From an optimization exercise on the open Yosys and OpenROAD flow, aimed at small area, a short achievable clock period and few clock cycles; shortcuts taken in it are not production practice.
RTL that was checked went through simulation tests only; none was proved equivalent to the original.
No activity file was given, so power comes from the tool's default toggle rates.

// hl_rx_core
module hl_rx_core (
    input  wire        clk,
    input  wire        rst,           
    input  wire        cmd_valid,
    input  wire [31:0] cmd_word,
    output wire        cmd_ready,
    output reg         rsp_valid,
    output reg  [7:0]  rsp_status,
    output reg  [31:0] rsp_value,
    output reg  [7:0]  rsp_flags,
    output reg         frm_valid,
    output reg  [7:0]  frm_data
);
Size: roughly 2200 flip-flops, roughly 94 I/O pins, roughly 69000 um2 of cells after synthesis.
clock: 10.0 ns
lec_check: 0
cap_margin: 20
core_margin: 2
core_utilization: 65
cts_cluster_diameter: 100
cts_cluster_size: 30
place_density: 0.75
slew_margin: 35
standard.sh (not shown) runs the stock make flow with config.mk's settings and CLKGATE_MAP_FILE= SYNTH_SCRIPT=/design/flow/synth_recipe.tcl, a recipe that flattens the netlist after the stock synthesis.
==> flow/flow/run.sh <==
#!/bin/bash
set -euo pipefail
bash standard.sh SETUP_SLACK_MARGIN=6.8 'BUFFER_PORTS_ARGS=-buffer_cell sky130_fd_sc_hd__buf_4' finish > standard.log 2>&1
Testbench counts at the start, summed over its fixed seeds: cycles 51,888.
Next try:
--- a/flow/config.mk
+++ b/flow/config.mk
@@ -6,5 +6,5 @@
 export NUM_CORES = 4
 export LEC_CHECK = 0
-export CAP_MARGIN = 20
+export CAP_MARGIN = 50
 export CORE_MARGIN = 2
 export CORE_UTILIZATION = 65
@@ -12,3 +12,3 @@
 export CTS_CLUSTER_SIZE = 30
 export PLACE_DENSITY = 0.75
-export SLEW_MARGIN = 35
+export SLEW_MARGIN = 70
Effect:
- routed wire length came out higher by a few percent
- die area is unchanged
- hold slack improves by 16 ps
Next try:
==> flow/flow/run.sh (replaced) <==
#!/bin/bash
set -euo pipefail
bash standard.sh SETUP_SLACK_MARGIN=6.6 'BUFFER_PORTS_ARGS=-buffer_cell sky130_fd_sc_hd__buf_4' finish > standard.log 2>&1
--- a/flow/config.mk
+++ b/flow/config.mk
@@ -8,7 +8,7 @@
 export CAP_MARGIN = 50
 export CORE_MARGIN = 2
-export CORE_UTILIZATION = 65
+export CORE_UTILIZATION = 60
 export CTS_CLUSTER_DIAMETER = 100
 export CTS_CLUSTER_SIZE = 30
-export PLACE_DENSITY = 0.75
+export PLACE_DENSITY = 0.7
 export SLEW_MARGIN = 70
Non-clock buffer count came out lower by 11.
Final area came out lower slightly.
Routed wire length came out lower by roughly a tenth.
Hold slack hardly moves.
Global-route usage came out lower by 3.1 points.
Die area came out higher by a little under a tenth.
Final cell count came out higher by a few percent.
Worst setup slack is worse by 110 ps.
Clock power came out lower by a few percent.
Next try:
==> flow/flow/run.sh (replaced) <==
#!/bin/bash
set -euo pipefail
bash standard.sh SETUP_SLACK_MARGIN=7.0 'BUFFER_PORTS_ARGS=-buffer_cell sky130_fd_sc_hd__buf_4' finish > standard.log 2>&1
What happened:
- total power stays flat
- sequential power is about the same
- via count went up by 0.96%
- design area went up by 1.3%
- fmax went up by 2.9%
- area after synthesis is unchanged
- critical path depth went up by 3
- flip-flop and latch count stays the same
- clock power hardly moves

---

## run 1
Another version of the RTL of hl_rx_core (not shown whole).
Size in the first run: ~94 I/O pins.
export LEC_CHECK = 0
export CAP_MARGIN = 50
export CORE_MARGIN = 2
export CORE_UTILIZATION = 65
export CTS_CLUSTER_DIAMETER = 60
export CTS_CLUSTER_SIZE = 40
export PLACE_DENSITY = 0.75
export SLEW_MARGIN = 70
create_clock -name core_clock -period 10.0 [get_ports {clk}]
==> flow/flow/run.sh <==
#!/bin/bash
set -euo pipefail
bash standard.sh SETUP_SLACK_MARGIN=6.8 'BUFFER_PORTS_ARGS=-buffer_cell sky130_fd_sc_hd__buf_4' finish > standard.log 2>&1
Run 1: no failed stages, no open violations at the end
The following lists how run 2 was set up differently from run 1:
- swapping 40 for 30 in CTS_CLUSTER_SIZE
- swapping 60 for 100 in CTS_CLUSTER_DIAMETER
- swapping 0.75 for 0.7 in PLACE_DENSITY
- swapping 65 for 60 in CORE_UTILIZATION
From run 1 to run 2 the numbers moved as follows: core utilization decreased by 7.3 points relative to the old numbers; die area increased by 8.2% relative to the old numbers; worst setup margin decreased by 18 ps relative to the old numbers; switching power decreased by 690 uW relative to the old numbers.
Changes in run 3 relative to run 2:
- swapping 60 for 65 in CORE_UTILIZATION
- swapping 0.7 for 0.75 in PLACE_DENSITY
- swapping 100 for 60 in CTS_CLUSTER_DIAMETER
- swapping 30 for 24 in CTS_CLUSTER_SIZE
==> summary.txt <==
Max cell count along the critical path across run 2 and run 3: run 2
Re synthesis-to-finish area growth: run 2 and run 3 aren't equal, and the lower value belongs to run 2.
Relative to run 2, the met2 track demand over resource in global routing of run 3 is higher by 8.0 points.
Run 2 has higher floorplan die area than run 3.
Cmp run 2 and run 3 / count of placed standard cells in the final layout, fillers left out / lower: run 3
Against run 2, run 3 comes in 7.8% lower on placeable core region.
Relative to run 2, row count has gone down in run 3.
The run showing the smaller wire length the detailed router placed on met1 is run 2.
The inputs of run 4 differ from those of run 3 as listed below.
- CORE_UTILIZATION now 70, was 65
- PLACE_DENSITY now 0.8, was 0.75
- CTS_CLUSTER_DIAMETER now 100, was 60
- CTS_CLUSTER_SIZE now 30, was 24
Taking run 3 as the reference, in run 4 cell area reported after detailed placement neither gained nor lost much, overall power consumption lost about 9%.
Compared run 4 vs run 3, and count of cells resized by post-cts repair is up in run 4.
Run 3 → run 4: overall die area shrank by about 7%; detail-routed via count per cell grew by 0.27.
Lower global-route met2 utilization goes to run 3 over run 4.
Function was not checked in any run of this note: the RTL went through the layout flow alone.

==> afterwards: timing with drivers on the ports <==
The results above use ideal ports. As a check the final layouts listed here were re-extracted and re-timed, cells and wires unchanged. Step 1, drivers: a clkbuf_16 drives clk and a buf_2 each remaining input, both assumed. Step 2 also shifts input and output timing later by t, the mid clock arrival at the registers, as if the neighbouring blocks saw the same clock. Three values: ideal, step 1, step 2; two values: the first two.
run | t (ns) | slack for setup (ns) | hold slack, ns
the first run of note 1 | 0.752 | 6.750 / 6.682 / 6.091 | 0.390 / 0.390 / 0.390
the second run of note 1 | 0.776 | 6.740 / 6.664 / 6.114 | 0.406 / 0.406 / 0.406
the third run of note 1 | 0.754 | 6.626 / 6.605 / 5.922 | 0.408 / 0.408 / 0.408
the fourth run of note 1 | 0.756 | 6.722 / 6.697 / 6.006 | 0.411 / 0.411 / 0.411
run 1 | 0.789 | 6.545 / 6.586 / 5.797 | 0.396 / 0.396 / 0.396
run 2 | 0.768 | 6.526 / 6.572 / 5.803 | 0.408 / 0.408 / 0.408
run 3 | 0.790 | 6.597 / 6.617 / 5.845 | 0.399 / 0.399 / 0.399
run 4 | 0.750 | 6.582 / 6.610 / 5.864 | 0.411 / 0.411 / 0.411
After both steps every run listed still meets setup and hold. For run 3, which loses most, drivers alone change the setup slack by +0.020 ns; drivers and shift together by -0.752 ns.
